Source: an optimization exercise on an open RTL-to-GDS flow (aim: small area, a short achievable clock period and few clock cycles). Production flows keep margins and buffers that such runs may drop. No run shown here included a check of the RTL's function; only the layout flow was run.

<file path="run.sh">
#!/bin/bash
# synth_recipe.tcl (not shown) runs the flow's synth.tcl, then flattens the netlist and writes it again
# the make line also repeats each setting of config.mk as NAME=value (left out here)
make -C /OpenROAD-flow-scripts/flow DESIGN_CONFIG=/design/flow/config.mk WORK_HOME=/design/flow/orfs CLKGATE_MAP_FILE= SYNTH_SCRIPT=/design/flow/synth_recipe.tcl finish
</file>
<file path="config.mk">
export PLATFORM = sky130hd
export DESIGN_NAME = fsyn_calc
export DESIGN_NICKNAME = fsyn_calc
export VERILOG_FILES = /design/flow/design.v
export SDC_FILE = /design/flow/constraint.sdc
export NUM_CORES = 4
export LEC_CHECK = 0
export ABC_CLOCK_PERIOD_IN_PS = 4000
export CAP_MARGIN = 20
export CORE_MARGIN = 2
export CORE_UTILIZATION = 40
export SETUP_SLACK_MARGIN = 5
export SLEW_MARGIN = 20
</file>
<file path="constraint.sdc">
create_clock -name core_clock -period 10.0 [get_ports {clk}]
set_input_delay 2.0000 -clock core_clock [delete_from_list [all_inputs] [get_ports {clk}]]
set_output_delay 2.0000 -clock core_clock [all_outputs]
set_load 0.01 [all_outputs]
</file>
<file path="design.v">
module fsyn_calc (
    input             clk,
    input             rst,
    input             in_valid,
    output            in_ready,
    input      [31:0] in_freq,
    output            out_valid,
    output     [31:0] ms_a,
    output     [19:0] ms_b,
    output     [17:0] ms_p1,
    output     [19:0] ms_p2,
    output            ms_range_err,
    output            div_zero,
    output     [31:0] dds_word,
    output            dds_alias
);
    parameter integer KM = 2;    
    parameter integer KD = 2;    
    localparam [31:0] VCO_HZ = 32'd900000000;
    localparam [20:0] DDS_D  = 21'd1953125;           
    localparam [25:0] DDS_C  = 26'd976562;            
    localparam integer P     = ((6 + KD - 1) / KD) * KD;    
    localparam [1:0] M_A = 2'd0, M_BINIT = 2'd1, M_B = 2'd2, M_DONE = 2'd3;
    reg         busy;
    reg  [31:0] f;
    reg         dz;
    reg  [1:0]  ms_st;
    reg  [5:0]  ms_j;
    reg  [31:0] ms_R;
    reg  [29:0] Qa;
    reg  [19:0] Qb;
    reg         d_run;
    reg  [5:0]  d_p;
    reg  [20:0] Rd;
    reg  [31:0] Qd;
    wire ms_fin = (ms_st == M_DONE);
    wire d_fin  = ~d_run;
    assign out_valid = busy & ms_fin & d_fin;
    assign in_ready  = ~busy | (ms_fin & d_fin);
    wire accept = in_valid & in_ready;
    integer i;
    reg [5:0]  nm_j0;
    reg [31:0] nm_R0;
    always @(*) begin
        nm_j0 = 6'd0;
        for (i = 0; i < 32; i = i + 1)
            if (in_freq[i]) nm_j0 = ((i + 2 > 32 ? 32 : i + 2) / KM) * KM;
        nm_R0 = VCO_HZ >> (6'd32 - nm_j0);
    end
    wire in_zero = (in_freq == 32'd0);
    integer t;
    reg [31:0] ms_Rn;
    reg [KM-1:0] ms_q;
    reg [32:0] ms_x;
    reg [33:0] ms_d;
    reg [5:0]  ms_pos;
    always @(*) begin
        ms_Rn = ms_R;
        for (t = 0; t < KM; t = t + 1) begin
            ms_pos = ms_j + t;
            ms_x = {ms_Rn, (ms_st == M_A) ? VCO_HZ[31 - ms_pos] : Qb[19 - t]};
            ms_d = {1'b0, ms_x} - {2'b00, f};
            ms_q[KM-1-t] = ~ms_d[33];
            ms_Rn = ms_d[33] ? ms_x[31:0] : ms_d[31:0];
        end
    end
    wire ms_last = (ms_j == 6'd32 - KM);
    wire [29:0] br     = ms_R[29:0];
    wire        bl_nz  = |br[19:0];
    wire [29:0] b_top  = br - {20'd0, br[29:20]} - {29'd0, bl_nz};
    wire [19:0] b_low  = -br[19:0];
    wire [P+31:0] d_seq = {f[5+P:0], DDS_C};
    reg [20:0] Rdn;
    reg [KD-1:0] d_q;
    reg [21:0] d_x;
    reg [22:0] d_d;
    reg [5:0]  d_pos;
    always @(*) begin
        Rdn = Rd;
        for (t = 0; t < KD; t = t + 1) begin
            d_pos = d_p + t;
            d_x = {Rdn, d_seq[P + 31 - d_pos]};
            d_d = {1'b0, d_x} - {2'b00, DDS_D};
            d_q[KD-1-t] = ~d_d[22];
            Rdn = d_d[22] ? d_x[20:0] : d_d[20:0];
        end
    end
    wire in_long = (in_freq >= 32'd125000000);
    always @(posedge clk) begin
        if (rst) begin
            busy <= 1'b0;
        end else if (accept) begin
            busy <= 1'b1;
        end else if (out_valid) begin
            busy <= 1'b0;
        end
    end
    always @(posedge clk) begin
        if (accept) begin
            f     <= in_freq;
            dz    <= in_zero;
            ms_st <= in_zero ? M_DONE : (nm_j0 == 6'd32) ? M_BINIT : M_A;
            ms_j  <= nm_j0;
            d_run <= 1'b1;
        end else begin
            case (ms_st)
                M_A:     begin ms_j <= ms_j + KM; if (ms_last) ms_st <= M_BINIT; end
                M_BINIT: begin ms_j <= 6'd12; ms_st <= M_B; end
                M_B:     begin ms_j <= ms_j + KM; if (ms_last) ms_st <= M_DONE; end
                default: ;
            endcase
            if (d_p == P + 32 - KD) d_run <= 1'b0;
        end
    end
    always @(posedge clk) begin
        if (accept) begin
            ms_R <= nm_R0;
            Qa   <= 30'd0;
            Qb   <= 20'd0;
            Rd   <= in_long ? in_freq[31:6+P] : in_freq[26:6];
            d_p  <= in_long ? 6'd0 : P;
        end else begin
            case (ms_st)
                M_A:     begin ms_R <= ms_Rn; Qa <= {Qa[29-KM:0], ms_q}; end
                M_BINIT: begin ms_R <= {2'b00, b_top}; Qb <= b_low; end
                M_B:     begin ms_R <= ms_Rn; Qb <= {Qb[19-KM:0], ms_q}; end
                default: ;
            endcase
            if (d_run) begin
                Rd  <= Rdn;
                Qd  <= {Qd[31-KD:0], d_q};
                d_p <= d_p + KD;
            end
        end
    end
    wire [10:0] p1_hi    = Qa[10:0] - 11'd4;
    wire        a_ge8    = |Qa[29:3];
    wire        a_lt2048 = ~|Qa[29:11];
    wire        a_eq2048 = (Qa == 30'd2048);
    assign ms_a         = {2'b00, Qa};
    assign ms_b         = Qb;
    assign ms_p1        = {dz ? 11'd0 : p1_hi, Qb[19:13]};
    assign ms_p2        = {Qb[12:0], Qb[19:13]};
    assign ms_range_err = ~dz & ~(a_ge8 & (a_lt2048 | (a_eq2048 & ~|Qb)));
    assign div_zero     = dz;
    assign dds_word     = Qd;
    assign dds_alias    = (f > 32'd62500000);
endmodule
</file>
==> results.yml, run 1 <==
status:
  status: "no timing/DRC/antenna violations"
synthesis:
  ys_types: 100
  synth-async-reset-ratio_pct: 0
  syn_inst: 1828
  synth_edf_count: 130
  synth_warnings: 1
  synth_area_per_cell_um2: 8.64
  ys_ff_latch: 182
  ys_seq_area_share_pct: 31.3
  yosys-top-cells-area: "edfxtp_1 25%, ha_1 8.3%, dfxtp_1 6.6%"
  synth_top_area_share_pct: 24.7
  yosysTopAreaCell: "edfxtp_1"
  syn-cell-area_um2: 15800
  yosys_most_used_dff: "edfxtp_1"
clock_network:
  cts-root-buf: "clkbuf_16"
  cts-buffers-inserted: 17
  clock_sinks: 182
  clockBufferDepth: 2
  htreeDepth: 4
  insertion_delay_ns: 0.46
  cts_tree: "yes"
  clk_pin_slew_ns: 0.07
setup_path:
  worst_ep_arrival_time_ns: 6.28
  rr_worst_depth: 29
  r2r_start: "ms_j[4]"
  cp_max_fo: 6
  cpMaxStageDelayCell: "edfxtp_1"
  cp_top_family: "compound AO/OA/AOI/OAI gates"
  crit_type: "reg2reg"
  r2r_end: "ms_R[7]"
  critPathLaunchType: "register"
  crit_end: "ms_R[7]"
  r2r_slack_ns: 3.90
  endpoint_kind: "register"
  path_buf_inv: 5
  worstPathRequired_ns: 10.18
  path_depth: 29
  slowest_delay_ns: 0.46
  path_common_cell: "a21oi_2"
  startpoint: "ms_j[4]"
job:
  drv_cap: 0
cells_and_area:
  mostFrequentLayoutCells: "158 x nor2_1, 158 x clkdlybuf4s50_1, 140 x nand2_1, 130 x edfxtp_1, 105 x inv_1"
  seq_area_um2: 4950
  multi_input_area_um2: 10900
  drive_gt1_share_pct: 18.8
  syn_to_final_growth_pct: 28.7
  antennaDiodeCount: 0
  final_util_pct: 52.4
  fill_cells: 3537
  fin_nets: 2180
timing:
  min_period_ns: 6.10
  max_clock_freq_mhz: 164
  setup-violations-final: 0
  finalClockSkew_ns: 0.0186
  slew_headroom_pct: 27.9
  finalCritPeriodShare_pct: 61.0
  finalMaxSlewViolations: 0
  rsz0062_at_grt: "true"
  finalHoldViolations: 0
  fin_setup_tns_ns: 0
  worstMarginPinSlew_ns: 1.08
floorplan:
  start_util_pct: 40.7
  coreArea_um2: 38800
  die_h_um: 203
  fp.dieW_um: 203
  num_rows: 72
  io_pins: 162
  die_area_um2: 41100
drt:
  avgRoutedWirePerCell_um: 20.9
  wirelength_um: 53700
  drc_errors: 0
  antenna_left: 0
  vias_per_cell: 5.80
  first_iter_violations: 1462
  first_pass_iters: 6
  vias: 14900
global_routing:
  antenna_found_initial: 0
  grtUsageTotal_pct: 25.3
  first_global_vias: 14300
  grt_pass1_wl_um: 81100
  grt_max_degree: 68
  gr-total-overflow: 0
placement:
  dp_hpwl_um: 38500
  gp_congestion: 0.915
  port_buffers: 159
hold_path:
  min_path_type: "reg2reg"
==> cell usage after synthesis, types with 10 or more instances <==
cell type	count
a211oi_1	21
a21o_1	33
a21oi_1	112
a31oi_1	14
and2_1	10
and3_1	15
buf_2	10
buf_4	32
clkbuf_1	47
dfxtp_1	52
edfxtp_1	130
ha_1	105
inv_1	111
mux2_2	37
mux2i_1	63
nand2_1	141
nand2b_1	24
nand3_1	32
nand4_1	12
nor2_1	175
nor2b_1	22
nor3_1	44
nor4_1	43
o211ai_1	33
o21a_1	19
o21ai_0	110
o21ai_1	10
o221ai_1	14
o22ai_1	11
o31ai_1	11
or2_2	13
or3_1	16
xnor2_1	87
xor2_1	44
==> per-stage QoR <==
stage | hold WS, ns | worst slack [ns] | area (um^2) | instances
6_report | 0.455 | 3.90 | 20300 | 2566
2_1_floorplan | 0.461 | 4.28 | 16100 | 1829
3_5_place_dp | 0.434 | 2.13 | 17800 | 2416
3_3_place_gp | 0.431 | 2.27 | 17800 | 2416
4_1_cts | 0.455 | 3.98 | 19700 | 2524
5_1_grt | 0.464 | 3.64 | 20300 | 2566
==> cell type report <==
| cell class | instances | area share (%) |
|---|---|---|
| Clock buffer | 20 | 2.15 |
| Clock inverter | 11 | 0.572 |
| Inverter | 114 | 2.19 |
| Multi-Input combinational cell | 1432 | 53.4 |
| Sequential cell | 182 | 24.3 |
| Tap cell | 518 | 3.19 |
| Timing Repair Buffer | 289 | 14.1 |
==> registers in the layout, indices dropped and copies added, names as in the netlist <==
name   cells
Qd        32
dz         1
ms_st      2
d_p        5
ms_R      32
ms_j       5
Rd        21
busy       1
f         32
d_run      1
Qa        30
Qb        20
==> how the worst min path moves through the flow <==
| stage | cells after the start | from | end |
|---|---|---|---|
| floorplan | 2 | d_run | d_run |
| global placement | 0 | Qd[25] | Qd[27] |
| detailed placement | 0 | Qd[21] | Qd[23] |
| CTS | 0 | Qd[21] | Qd[23] |
| global route | 0 | Qd[7] | Qd[9] |
| finish | 0 | Qd[25] | Qd[27] |
==> layer usage <==
metal,track usage [%],vias to the layer above,part of all wire [%]
li1,-,7126,-
met1,33.4,7159,44
met2,42.4,510,47
met3,4.32,79,6.4
met4,7.51,0,2.7
met5,0,-,0
==> logic make-up (layout without fill, tap and decap cells) <==
| kind of cell | after synthesis | in the layout | synth area share [%] |
|---|---|---|---|
| AND/OR/NAND/NOR | 587 | 588 | 18.3 |
| AO/OA/AOI/OAI | 498 | 498 | 21.0 |
| buffers and inverters | 216 | 434 | 6.12 |
| flip-flops | 182 | 182 | 31.3 |
| XOR/XNOR | 132 | 132 | 7.43 |
| adder cells (fa/ha/maj) | 109 | 109 | 8.82 |
| multiplexers | 103 | 103 | 6.98 |
| other | 1 | 2 | 0.0237 |
==> worst register-to-register path: cells and delay by family (launching register included) <==
family                     cells  cell delay [ns]
AOI/OAI and AO/OA             15             2.87
muxes                          2             0.59
DFF                            1             0.46
and+or+nand+nor                5             0.82
adders and majority gates      2             0.40
buffers and inverters          5             0.67
==> timing repair <==
action,4_1_cts,5_1_grt
setup endpoints to repair,58,55
pin swaps,68,44
hold buffers,0,0
cloned,8,0
gates resized for setup,145,63
buffers inserted,69,42
==> run 2, diff against run 1 <==
--- a/design.v
+++ b/design.v
@@ -14,8 +14,8 @@
     output     [31:0] dds_word,
     output            dds_alias
 );
-    parameter integer KM = 2;    
-    parameter integer KD = 2;    
+    parameter integer KM = 4;    
+    parameter integer KD = 4;    
     localparam [31:0] VCO_HZ = 32'd900000000;
     localparam [20:0] DDS_D  = 21'd1953125;           
     localparam [25:0] DDS_C  = 26'd976562;            
==> results.yml, run 2 <==
synthesis:
  ys_seq_area_share_pct: 23.3
  syn_inst: 2613
  yosysTopAreaCell: "edfxtp_1"
  yosysMostFrequentCell: "nor2_1"
  synth_edf_count: 128
  yosys_most_used_dff: "edfxtp_1"
  synthTopCellsByCount: "262 x nor2_1, 196 x a21oi_1, 194 x nand2_1"
  syn-cell-area_um2: 21000
  synth_top_area_share_pct: 18.3
  ys_ff_latch: 180
  ys_types: 109
  synth_area_per_cell_um2: 8.02
  yosys-top-cells-area: "edfxtp_1 18%, ha_1 10%, xnor2_1 5.4%"
  synth_warnings: 1
  synth-async-reset-ratio_pct: 0
setup_path:
  r2r_slack_ns: -3.25
  r2r_start: "ms_j[3]"
  worstPathRequired_ns: 10.19
  critPathLaunchType: "register"
  cp_max_fo: 7
  cpMaxStageDelayCell: "a2111oi_4"
  path_buf_inv: 7
  endpoint_kind: "register"
  r2r_end: "ms_R[21]"
  slowest_delay_ns: 0.50
  path_common_cell: "o21ai_2"
  rr_worst_depth: 69
  worst_ep_arrival_time_ns: 13.44
  cp_top_family: "compound AO/OA/AOI/OAI gates"
  crit_type: "reg2reg"
cells_and_area:
  mostFrequentLayoutCells: "591 x buf_4, 260 x nor2_1, 187 x nand2_1, 181 x a21oi_1, 158 x ha_1"
  syn_to_final_growth_pct: 42.7
  drive_gt1_share_pct: 29.1
  final_util_pct: 58.0
  finalInstanceArea_um2: 29900
  top_regs: "Qd: 32 flops, f: 32 flops, ms_R: 32 flops"
  antennaDiodeCount: 0
  fin_nets: 3513
  fill_cells: 4587
  final_common_cell: "buf_4"
hold_path:
  min_path_type: "reg2reg"
  holdPathStages: 0
  min_to: "Qd[21]"
  hold_path.startpoint: "Qd[17]"
global_routing:
  gr-total-overflow: 0
  grtUsageTotal_pct: 31.5
  antenna_found_initial: 1
  first_global_vias: 22600
  grt_pass1_wl_um: 131000
  grt_max_degree: 47
job:
  drv_cap: 0
drt:
  drc_errors: 0
  antenna_left: 0
  vias_per_cell: 5.93
  first_pass_iters: 5
  vias: 23700
  wirelength_um: 87400
  first_iter_violations: 2098
  avgRoutedWirePerCell_um: 21.9
clock_network:
  cts-root-buf: "clkbuf_16"
  insertion_delay_ns: 0.50
  clk_pin_slew_ns: 0.08
  cts-buffers-inserted: 17
  clock_sinks: 180
  cts_tree: "yes"
  clockBufferDepth: 2
  htreeDepth: 4
placement:
  dp_hpwl_um: 68300
  gp_congestion: 0.987
  placed_cell_area_um2: 27000
  post-place-ws_ns: -4.04
  port_buffers: 159
floorplan:
  num_rows: 83
  io_pins: 162
  fp.dieW_um: 233
  coreArea_um2: 51600
  start_util_pct: 40.6
  die_area_um2: 54300
  die_h_um: 233
timing:
  setup-violations-final: 34
  slew_headroom_pct: 24.8
  finalMaxSlewViolations: 0
  rsz0062_at_grt: "true"
  worstMarginPinSlew_ns: 1.12
  finalClockSkew_ns: 0.0155
  min_period_ns: 13.25
  fin_setup_tns_ns: -106.96
  setup_ws_ns: -3.25
  max_clock_freq_mhz: 75.5
  finalCritPeriodShare_pct: 133
  finalHoldViolations: 0
status:
  violations: "setup timing"
  status: "finished with violations"
run 2: how the worst max path moves through the flow:
stage | to | from | cells after the start
floorplan | ms_R[25] | ms_st[0] | 71
global placement | ms_R[26] | ms_j[3] | 70
detailed placement | ms_R[21] | ms_j[3] | 70
CTS | ms_R[19] | ms_j[3] | 68
global route | ms_R[27] | ms_j[3] | 74
finish | ms_R[21] | ms_j[3] | 69
run 2: repair_timing:
action,in CTS,in global routing
setup endpoints to repair,62,63
hold buffers,0,0
cloned,4,0
setup buffers,86,43
pin swaps,100,83
endpoints found under the hold margin,0,0
resized for setup,167,108
run 2: per-stage QoR:
step / cells / hold slack, ns
2_1_floorplan: 2614 / 0.466
3_3_place_gp: 3831 / 0.430
3_5_place_dp: 3831 / 0.434
4_1_cts: 3953 / 0.446
5_1_grt: 3996 / 0.463
6_report: 3996 / 0.446
run 2: cell type report:
cell class / count / area, um^2 / share of cell area [%]
multi-input combinational: 2163 / 16400 / 54.7
inverter: 150 / 583 / 1.95
timing repair buffer: 791 / 6630 / 22.2
clock buffer: 18 / 439 / 1.47
sequential: 180 / 4890 / 16.3
tap: 680 / 851 / 2.84
clock inverter: 14 / 159 / 0.531
run 2: cells by family (layout without fill, tap and decap cells):
| family | Yosys count | in the layout | synth area share, % |
|---|---|---|---|
| simple gates | 845 | 845 | 19.5 |
| compound gates | 816 | 816 | 26.3 |
| buf+inv | 271 | 973 | 5.57 |
| xor+xnor | 203 | 203 | 8.59 |
| flops | 180 | 180 | 23.3 |
| fa+ha+maj | 177 | 177 | 10.8 |
| mux | 120 | 120 | 5.96 |
| other cells | 1 | 2 | 0.0179 |
run 2: per-layer routing:
layer / track usage, % / vias to the layer above / part of all wire [%]
li1: - / 11100 / -
met1: 39.4 / 11400 / 41
met2: 52.4 / 1006 / 47
met3: 4.49 / 270 / 6.3
met4: 16.5 / 2 / 5.6
met5: 0 / - / 0.015

==> what the ideal ports hide <==
In the flow no input, the clock included, has a driving cell. The finished layouts below were timed again as built, in two steps.
Step 1 sets driving cells, clkbuf_16 on the clock port and buf_2 on the other inputs (assumed; they add their load-dependent delay and slew).
Step 2 adds t to the input delays and takes it off the output delays; t is the mean of the earliest and latest rising clock arrival at the registers after step 1. Input paths then give back, and output paths get back, about the clock's delay inside the block.
Slacks: no drivers / after step 1 / after step 2; pairs: no drivers / after step 1.
| run | t, ns | setup WS [ns] | pins driven straight from the clock port |
|---|---|---|---|
| run 1 | 0.497 | 3.903 / 3.903 / 3.754 | 1 |
| run 2 | 0.548 | -3.252 / -3.252 / -3.252 | 1 |
The setup slack of run 1, which loses most, moves by 0.000 ns with the drivers and by -0.149 ns with both steps.
